This design comes from an exercise in tuning for small area and a short achievable clock period on the open sky130 flow, not from production work.
For this run, only the layout was checked, not whether the RTL still works.
Power and IR drop assume default switching activity.

==> flow/design.v <==
module hpcalc_au (
    input  wire [55:0] x,
    input  wire [55:0] y,
    input  wire        sub,
    input  wire        cin,        
    input  wire [13:0] mask,
    output wire [55:0] d,
    output wire        cout        
);
    wire [14:0] gg0, pp0;
    assign gg0[0] = sub ^ cin;    
    assign pp0[0] = 1'b0;
    wire [55:0] u;
    genvar i;
    generate
        for (i = 0; i < 14; i = i + 1) begin : dg
            wire [3:0] xi = x[4*i +: 4];
            wire [3:0] yr = y[4*i +: 4];
            wire [3:0] yi = sub ? {~(yr[3] | yr[2] | yr[1]), yr[2] ^ yr[1], yr[1], ~yr[0]} : yr;
            wire [4:0] s;
            wire [4:1] cy;
            assign s[0]  = xi[0] ^ yi[0];
            assign cy[1] = xi[0] & yi[0];
            assign s[1]  = xi[1] ^ yi[1] ^ cy[1];
            assign cy[2] = (xi[1] & yi[1]) | (cy[1] & (xi[1] ^ yi[1]));
            assign s[2]  = xi[2] ^ yi[2] ^ cy[2];
            assign cy[3] = (xi[2] & yi[2]) | (cy[2] & (xi[2] ^ yi[2]));
            assign s[3]  = xi[3] ^ yi[3] ^ cy[3];
            assign cy[4] = (xi[3] & yi[3]) | (cy[3] & (xi[3] ^ yi[3]));
            assign s[4]  = cy[4];
            wire       g  = s[4] | (s[3] & (s[2] | s[1]));
            wire [3:0] ui = {s[3] ^ (g & (s[2] | s[1])), s[2] ^ (g & ~s[1]), s[1] ^ g, s[0]};
            wire       p  = g | (ui == 4'd9);
            assign u[4*i +: 4] = ui;
            assign gg0[i+1] = mask[i] & g;
            assign pp0[i+1] = ~mask[i] | p;
        end
    endgenerate
    wire [14:0] gg1, pp1, gg2, pp2, gg3, pp3, gg4;
    generate
        for (i = 0; i < 15; i = i + 1) begin : ks
            if (i >= 1) begin : l1
                assign gg1[i] = gg0[i] | (pp0[i] & gg0[i-1]);
                assign pp1[i] = pp0[i] & pp0[i-1];
            end else begin : l1n
                assign gg1[i] = gg0[i];
                assign pp1[i] = pp0[i];
            end
            if (i >= 2) begin : l2
                assign gg2[i] = gg1[i] | (pp1[i] & gg1[i-2]);
                assign pp2[i] = pp1[i] & pp1[i-2];
            end else begin : l2n
                assign gg2[i] = gg1[i];
                assign pp2[i] = pp1[i];
            end
            if (i >= 4) begin : l3
                assign gg3[i] = gg2[i] | (pp2[i] & gg2[i-4]);
                assign pp3[i] = pp2[i] & pp2[i-4];
            end else begin : l3n
                assign gg3[i] = gg2[i];
                assign pp3[i] = pp2[i];
            end
            if (i >= 8) begin : l4
                assign gg4[i] = gg3[i] | (pp3[i] & gg3[i-8]);
            end else begin : l4n
                assign gg4[i] = gg3[i];
            end
        end
    endgenerate
    generate
        for (i = 0; i < 14; i = i + 1) begin : ds
            wire [3:0] ui = u[4*i +: 4];
            wire       k  = gg4[i];
            assign d[4*i +: 4] = {ui[3] ^ (k & ((ui[2] & ui[1] & ui[0]) | (ui[3] & ui[0]))),
                                  ui[2] ^ (k & ui[1] & ui[0]),
                                  ui[1] ^ (k & ui[0] & ~ui[3]),
                                  ui[0] ^ k};
        end
    endgenerate
    assign cout = sub ^ gg4[14];
endmodule
module hpcalc_core (
    input  wire        clk,
    input  wire        rst,        
    input  wire [9:0]  word,       
    input  wire [5:0]  kin,        
    output reg  [2:0]  rom,        
    output reg  [7:0]  off,        
    output reg         latch,      
    output reg  [11:0] s,          
    output reg  [3:0]  p,          
    output reg         fault,      
    output reg  [55:0] a,
    output reg  [55:0] b,
    output reg  [55:0] c
);
    wire [1:0] cls = word[1:0];
    wire [1:0] grp = word[3:2];
    wire [3:0] n4  = word[9:6];
    wire [1:0] sop = word[5:4];
    wire [5:0] m6  = word[9:4];
    wire is_jnc  = (cls == 2'b11);
    wire is_jc   = (cls == 2'b01);
    wire is_reg  = (cls == 2'b10);
    wire is_ctrl = (cls == 2'b00);
    wire is_stat = is_ctrl && (grp == 2'b01);
    wire is_ptr  = is_ctrl && (grp == 2'b11);
    wire is_wait = is_ctrl && (grp == 2'b10);
    wire is_misc = is_ctrl && (grp == 2'b00);
    wire misc_nop    = is_misc && (m6 == 6'b000000);
    wire misc_selrom = is_misc && (m6[2:0] == 3'b001);
    wire misc_ret    = is_misc && (m6 == 6'b000010);
    wire misc_keys   = is_misc && (m6 == 6'b000011);
    wire misc_waitnk = is_misc && (m6 == 6'b000100);
    wire illegal =
        (is_stat && sop == 2'b11 && n4 != 4'd0) ||
        (is_ptr  && sop[1]       && n4 != 4'd0) ||
        (is_misc && !(misc_nop || misc_selrom || misc_ret || misc_keys || misc_waitnk));
    wire [2:0] fld = word[4:2];
    reg  [13:0] mask;
    integer j;
    always @(*) begin
        for (j = 0; j < 14; j = j + 1) begin
            case (fld)
                3'd0: mask[j] = (p == j);
                3'd1: mask[j] = (j >= 3) && (j <= 12);
                3'd2: mask[j] = (j <= 2);
                3'd3: mask[j] = 1'b1;
                3'd4: mask[j] = (j <= p);
                3'd5: mask[j] = (j >= 3);
                3'd6: mask[j] = (j == 2);
                default: mask[j] = (j == 13);
            endcase
        end
    end
    wire any_active = !((fld == 3'd0) && (p >= 4'd14));
    wire [4:0] op = word[9:5];
    reg xa, xb, xc, yb, yc, sub, cin1, arith;
    reg da, db, dc;            
    reg shla, shra, shrb, shrc;
    reg b_from_a, c_from_a, c_from_b;
    always @(*) begin
        {xa, xb, xc, yb, yc, sub, cin1, arith} = 8'd0;
        {da, db, dc} = 3'd0;
        {shla, shra, shrb, shrc} = 4'd0;
        {b_from_a, c_from_a, c_from_b} = 3'd0;
        case (op)
            5'h00: begin yb = 1; sub = 1; arith = 1; end
            5'h01: begin db = 1; end
            5'h02: begin xa = 1; yc = 1; sub = 1; arith = 1; end
            5'h03: begin xc = 1; sub = 1; cin1 = 1; arith = 1; end
            5'h04: begin xb = 1; dc = 1; arith = 1; end
            5'h05: begin yc = 1; sub = 1; dc = 1; arith = 1; end
            5'h06: begin dc = 1; end
            5'h07: begin yc = 1; sub = 1; cin1 = 1; dc = 1; arith = 1; end
            5'h08: begin shla = 1; end
            5'h09: begin xa = 1; db = 1; arith = 1; end
            5'h0A: begin xa = 1; yc = 1; sub = 1; dc = 1; arith = 1; end
            5'h0B: begin xc = 1; sub = 1; cin1 = 1; dc = 1; arith = 1; end
            5'h0C: begin xc = 1; da = 1; arith = 1; end
            5'h0D: begin yc = 1; sub = 1; arith = 1; end
            5'h0E: begin xa = 1; yc = 1; dc = 1; arith = 1; end
            5'h0F: begin xc = 1; cin1 = 1; dc = 1; arith = 1; end
            5'h10: begin xa = 1; yb = 1; sub = 1; arith = 1; end
            5'h11: begin xc = 1; db = 1; c_from_b = 1; end
            5'h12: begin shrc = 1; end
            5'h13: begin xa = 1; sub = 1; cin1 = 1; arith = 1; end
            5'h14: begin shrb = 1; end
            5'h15: begin xc = 1; yc = 1; dc = 1; arith = 1; end
            5'h16: begin shra = 1; end
            5'h17: begin da = 1; end
            5'h18: begin xa = 1; yb = 1; sub = 1; da = 1; arith = 1; end
            5'h19: begin xb = 1; da = 1; b_from_a = 1; end
            5'h1A: begin xa = 1; yc = 1; sub = 1; da = 1; arith = 1; end
            5'h1B: begin xa = 1; sub = 1; cin1 = 1; da = 1; arith = 1; end
            5'h1C: begin xa = 1; yb = 1; da = 1; arith = 1; end
            5'h1D: begin xc = 1; da = 1; c_from_a = 1; end
            5'h1E: begin xa = 1; yc = 1; da = 1; arith = 1; end
            5'h1F: begin xa = 1; cin1 = 1; da = 1; arith = 1; end
        endcase
    end
    wire [55:0] xop = ({56{xa}} & a) | ({56{xb}} & b) | ({56{xc}} & c);
    wire [55:0] yop = ({56{yb}} & b) | ({56{yc}} & c);
    wire [55:0] dsum;
    wire        acarry;
    hpcalc_au u_au (
        .x    (xop),
        .y    (yop),
        .sub  (sub),
        .cin  (cin1),
        .mask (mask),
        .d    (dsum),
        .cout (acarry)
    );
    wire au_carry  = any_active & arith & acarry;
    wire au_clears = (op == 5'h01) || (op == 5'h06) || (op == 5'h17);
    wire run = !rst && !fault;
    wire wr  = run && is_reg;
    wire [15:0] mk = {1'b0, mask, 1'b0};    
    wire [55:0] a_nx, b_nx, c_nx;
    genvar i;
    generate
        for (i = 0; i < 14; i = i + 1) begin : rg
            wire w   = wr & mask[i];
            wire sad = w & da;
            wire sal = w & shla & mk[i];
            wire sar = w & shra & mk[i+2];
            wire ha  = !rst & !(w & (da | shla | shra));
            wire sbd = w & db;
            wire sbr = w & shrb & mk[i+2];
            wire sba = w & b_from_a;
            wire hb  = !rst & !(w & (db | shrb | b_from_a));
            wire scd = w & dc;
            wire scr = w & shrc & mk[i+2];
            wire sca = w & c_from_a;
            wire scb = w & c_from_b;
            wire hc  = !rst & !(w & (dc | shrc | c_from_a | c_from_b));
            wire [3:0] al = (i > 0)  ? a[4*i-4 +: 4] : 4'd0;
            wire [3:0] ar = (i < 13) ? a[4*i+4 +: 4] : 4'd0;
            wire [3:0] br = (i < 13) ? b[4*i+4 +: 4] : 4'd0;
            wire [3:0] cr = (i < 13) ? c[4*i+4 +: 4] : 4'd0;
            wire [3:0] dd = dsum[4*i +: 4];
            assign a_nx[4*i +: 4] = ({4{ha}} & a[4*i +: 4]) | ({4{sad}} & dd) |
                                    ({4{sal}} & al) | ({4{sar}} & ar);
            assign b_nx[4*i +: 4] = ({4{hb}} & b[4*i +: 4]) | ({4{sbd}} & dd) |
                                    ({4{sbr}} & br) | ({4{sba}} & a[4*i +: 4]);
            assign c_nx[4*i +: 4] = ({4{hc}} & c[4*i +: 4]) | ({4{scd}} & dd) |
                                    ({4{scr}} & cr) | ({4{sca}} & a[4*i +: 4]) |
                                    ({4{scb}} & b[4*i +: 4]);
        end
    endgenerate
    always @(posedge clk) begin
        a <= a_nx;
        b <= b_nx;
        c <= c_nx;
    end
    wire s_bit = (n4 <= 4'd11) ? s[n4] : 1'b0;
    wire [7:0] off_inc = off + 8'd1;
    always @(posedge clk) begin
        if (rst) begin
            rom   <= 3'd0;
            off   <= 8'd0;
            latch <= 1'b0;
            s     <= 12'd0;
            p     <= 4'd0;
            fault <= 1'b0;
        end else if (!fault) begin
            if (illegal) begin
                fault <= 1'b1;
            end else begin
                off <= off_inc;
                if (is_jnc) begin
                    if (!latch) off <= word[9:2];
                    latch <= 1'b0;
                end
                if (is_jc) begin
                    if (latch) off <= word[9:2];
                    latch <= 1'b0;
                end
                if (is_reg) begin
                    if (au_clears)
                        latch <= 1'b0;
                    else
                        latch <= latch | au_carry;
                end
                if (is_stat) begin
                    case (sop)
                        2'b00: if (n4 <= 4'd11) s[n4] <= 1'b1;    
                        2'b01: latch <= latch | s_bit;           
                        2'b10: if (n4 <= 4'd11) s[n4] <= 1'b0;    
                        2'b11: s <= 12'd0;                       
                    endcase
                end
                if (is_ptr) begin
                    case (sop)
                        2'b00: p <= n4;                          
                        2'b01: latch <= latch | (p == n4);       
                        2'b10: p <= p + 4'd1;                    
                        2'b11: p <= p - 4'd1;                    
                    endcase
                end
                if (is_wait) begin                               
                    if (kin != m6) off <= off;
                end
                if (misc_selrom) rom <= word[9:7];
                if (misc_ret)    off <= 8'd0;                    
                if (misc_keys)   off <= {2'b00, kin};
                if (misc_waitnk && kin != 6'd0) off <= off;
            end
        end
    end
endmodule
==> flow/run.sh <==
#!/bin/bash
# synth_recipe.tcl (not shown) runs the flow's synth.tcl, then flattens the netlist and writes it again
# the make line also repeats each setting of config.mk as NAME=value (left out here)
make -C /OpenROAD-flow-scripts/flow DESIGN_CONFIG=/design/flow/config.mk WORK_HOME=/design/flow/orfs CLKGATE_MAP_FILE= SYNTH_SCRIPT=/design/flow/synth_recipe.tcl finish
==> flow/config.mk <==
export PLATFORM = sky130hd
export DESIGN_NAME = hpcalc_core
export DESIGN_NICKNAME = hpcalc_core
export VERILOG_FILES = /design/flow/design.v
export SDC_FILE = /design/flow/constraint.sdc
export NUM_CORES = 4
export LEC_CHECK = 0
export CAP_MARGIN = 20
export CORE_MARGIN = 2
export CORE_UTILIZATION = 40
export SLEW_MARGIN = 20
==> flow/constraint.sdc <==
create_clock -name core_clock -period 40.0 [get_ports {clk}]
set_input_delay 8.0000 -clock core_clock [delete_from_list [all_inputs] [get_ports {clk}]]
set_output_delay 8.0000 -clock core_clock [all_outputs]
set_load 0.01 [all_outputs]
==> summary.txt <==
Setup path
  – Crit path to: b[33]
  – Most frequent CP cell: ha_1
  – Setup crit start kind: input pin
  – Worst EP arrival: 16,080 ps
  – R2R Setup Slk: 33,920 ps
  – Worst-path maximum fanout: 42
  – R2R depth: 25
  – Kind of critical path: input pin to register
  – CP Capture Type: register
  – Critical path origin: word[5]
  – CP peak stage delay: 580 ps
  – Reg2reg end: b[33]
  – Worst R2R Start: b[12]
  – CP max stage cell: fa_1
  – Worst Path Required: 40,360 ps

Die
  – Chip Width: 206 µm
  – Die area: 42,400 µm²
  – I/O Pins: 215
  – Starting Density: 0.408
  – Die height: 206 µm
  – Core area: 40,000 µm²
  – Row count: 73

Synth
  – Flops & latches, synth: 197
  – Main flop type after synthesis: dfxtp_1
  – Top cells by area, synth: dfxtp_1 24%, a222oi_1 7.2%, nand2_1 5.4%
  – Cells after Synth: 2,059
  – Net Count, Synth: 2,177
  – Post-synth ARST share: 0
  – Post-synthesis sequential area ratio: 0.242
  – Post-synth cell types: 89
  – Area leader, netlist: dfxtp_1
  – Cell Area, Synth: 16,300 µm²
  – Mean Syn Cell Area: 7.92 µm²
  – Post-synth EDFFs: 0
  – Yosys top cell area share: 0.242
  – Synthesis Warnings: 1

STA
  – Unrepaired setup endpoints after global routing: no
  – Final period utilization: 0.393
  – Fmax: 63.6 MHz
  – Max-slew violation count: 0
  – Worst-margin pin slew: 1230 ps
  – # setup viols final: 0
  – Final Critical Period: 15,720 ps
  – Skew final: 15.4 ps
  – Hold Vio Cnt, Final: 0
  – Setup TNS: 0 ps
  – Relative slew slack: 0.175

Detailed routing
  – DR vias: 18,900
  – DR DRC count: 0
  – Routed Antenna Nets: 0
  – DR pass1 iterations: 11
  – DR iter-0 viols: 3,188
  – Total routed wirelength: 72.9 mm
  – Wire per inst: 26.6 µm
  – Routed vias/inst: 6.91

Clocking
  – Postcts setup bufs: 0
  – Clock Path Buffers: 2
  – Worst-Skew Late Latency: 470 ps
  – # hold bufs at CTS: 0
  – Clock-pin slew on the worst setup and hold paths: 80 ps
  – TritonCTS clock tree: done
  – Clock Sinks: 197
  – CTS buffer count: 17
  – Max H-tree Level: 4
  – Post_cts resized: 0
  – CTS Root Cell: clkbuf_16

Global route
  – Vias in the first global route: 17,700
  – Initial antenna violation count: 1
  – Congestion Overflow GR: 0
  – First-pass GRT wire length: 108 mm
  – Largest net degree at the start of global routing: 49
  – GR Util All Layers: 0.335

Power and ir drop
  – Peak VDD IR: 32.7 µV
  – Pwr Total: 0.490 mW
  – Leak: 7.02 nW
  – PwrDens: 25.2 nW/µm²

Finish
  – Post-Layout Cell Count: 2,737
  – Finished layout cell area: 19,500 µm²
  – Synth-to-layout area growth: 19.5%
  – Share of cells above drive strength 1: 0.0488
  – Most frequent cells in the layout: 233 x nand2_1, 213 x clkdlybuf4s50_1, 197 x dfxtp_1
  – Most common cell after layout, fill and taps aside: nand2_1
  – Final net count: 2,316

Placed design
  – Cell Area, Placed: 18,900 µm²
  – Placed insts: 2,704
  – Number of buffers added on ports: 214
  – HPWL Detailed: 51.0 mm
  – GPL Wtd Cong: 0.911

Run status
  – Status: finished clean

Run
  – Max-Cap Viols: 0

Worst hold path
  – Hold crit path type: register to register
## state kept, by name, indices dropped and copies added, names as in the netlist
register and count:
a 56, b 56, c 56, fault 1
latch 1, off 8, p 4, rom 3
s 12
## worst min path at each step
stage,startpoint,end,depth (start not counted)
after CTS,s[6],s[6],2
after floorplan,s[6],s[6],2
after global placement,s[6],s[6],2
after global routing,s[5],s[5],2
final,s[6],s[6],2
after detailed placement,s[6],s[6],2
## synth_stat cells, drive strengths merged, types with 34 or more instances
library cell  instances
clkbuf               94
a222oi              117
nand2               234
nor3                 35
xnor2                46
nor2                189
ha                   58
xor2                 40
nand2b               34
a221o                39
dfxtp               197
inv                  99
a22oi                97
mux2i                48
nand3                47
fa                   42
o21ai               133
a21oi               147
a22o                 61
## per-stage QoR
stage | worst slack, ps | hold WS [ps] | utilization
2_1_floorplan | 25250 | 490 | -
5_1_grt | 23680 | 514 | 0.487
4_1_cts | 24410 | 477 | 0.487
6_report | 24280 | 479 | 0.487
3_3_place_gp | 24170 | 470 | 0.472
3_5_place_dp | 23900 | 466 | 0.472
## power breakdown
group / leakage, nW / total, mW / switching (mW) / internal, mW
clock: 0.280 / 0.181 / 0.0858 / 0.0949
sequential: 1.59 / 0.203 / 0.00494 / 0.198
combinational: 5.15 / 0.106 / 0.0732 / 0.0332
total: 7.02 / 0.490 / 0.164 / 0.326
## logic make-up (layout without fill, tap and decap cells)
logic type | count (synthesis) | count (layout) | synth area share
buffers and inverters | 228 | 380 | 0.0553
AND/OR/NAND/NOR | 640 | 640 | 0.179
adder cells (fa/ha/maj) | 100 | 100 | 0.0960
other | 0 | 1 | 0
flip-flops | 197 | 197 | 0.242
multiplexers | 56 | 56 | 0.0371
XOR/XNOR | 86 | 86 | 0.0462
AO/OA/AOI/OAI | 752 | 752 | 0.345
## cell type report
| type | instances | area [µm²] |
|---|---|---|
| Fill cell | 3920 | 20500 |
| Multi-Input combinational cell | 1634 | 11500 |
| Sequential cell | 197 | 3940 |
| Timing Repair Buffer | 247 | 2380 |
| Tap cell | 525 | 657 |
| Clock buffer | 20 | 447 |
| Inverter | 101 | 379 |
| Clock inverter | 12 | 143 |
| Antenna cell | 1 | 2.50 |
## critical path, delay by kind of cell
family	cells	cell delay, ps
XOR/XNOR	2	350
AO/OA/AOI/OAI	13	2950
AND/OR/NAND/NOR	4	330
adder cells (fa/ha/maj)	7	2360
buffers and inverters	8	2040
## metal layers
layer | global-route usage | wire, µm
met1 | 0.435 | 27800
met2 | 0.529 | 32200
met3 | 0.0777 | 9190
met4 | 0.153 | 3770
met5 | 0 | 0

## separate check: timing with driven ports
Ports are ideal in the flow. The routed layout listed here was re-timed in OpenROAD.
Step 1 (the two cells are an assumption about what drives the block):
set clk [get_ports {clk}]
set_driving_cell -lib_cell sky130_fd_sc_hd__clkbuf_16 $clk
set_driving_cell -lib_cell sky130_fd_sc_hd__buf_2 [delete_from_list [all_inputs] $clk]
Step 2 adds t to the input delays and takes it off the output delays; t is the mean of the earliest and latest rising clock arrival at the registers after step 1. Input paths then give back, and output paths get back, about the clock's delay inside the block.
a / b / c = no drivers / after step 1 / after step 2; a / b = the first two.
t, ns: 0.521
setup WS [ns]: 24.281 / 24.314 / 23.793
hold slack, ns: 0.479 / 0.479 / 0.479
slew at the worst register clock pin (ns): 0.08 / 0.08
After both steps this run still meets setup and hold. The setup slack of this run moves by +0.033 ns with the drivers and by -0.488 ns with both steps.
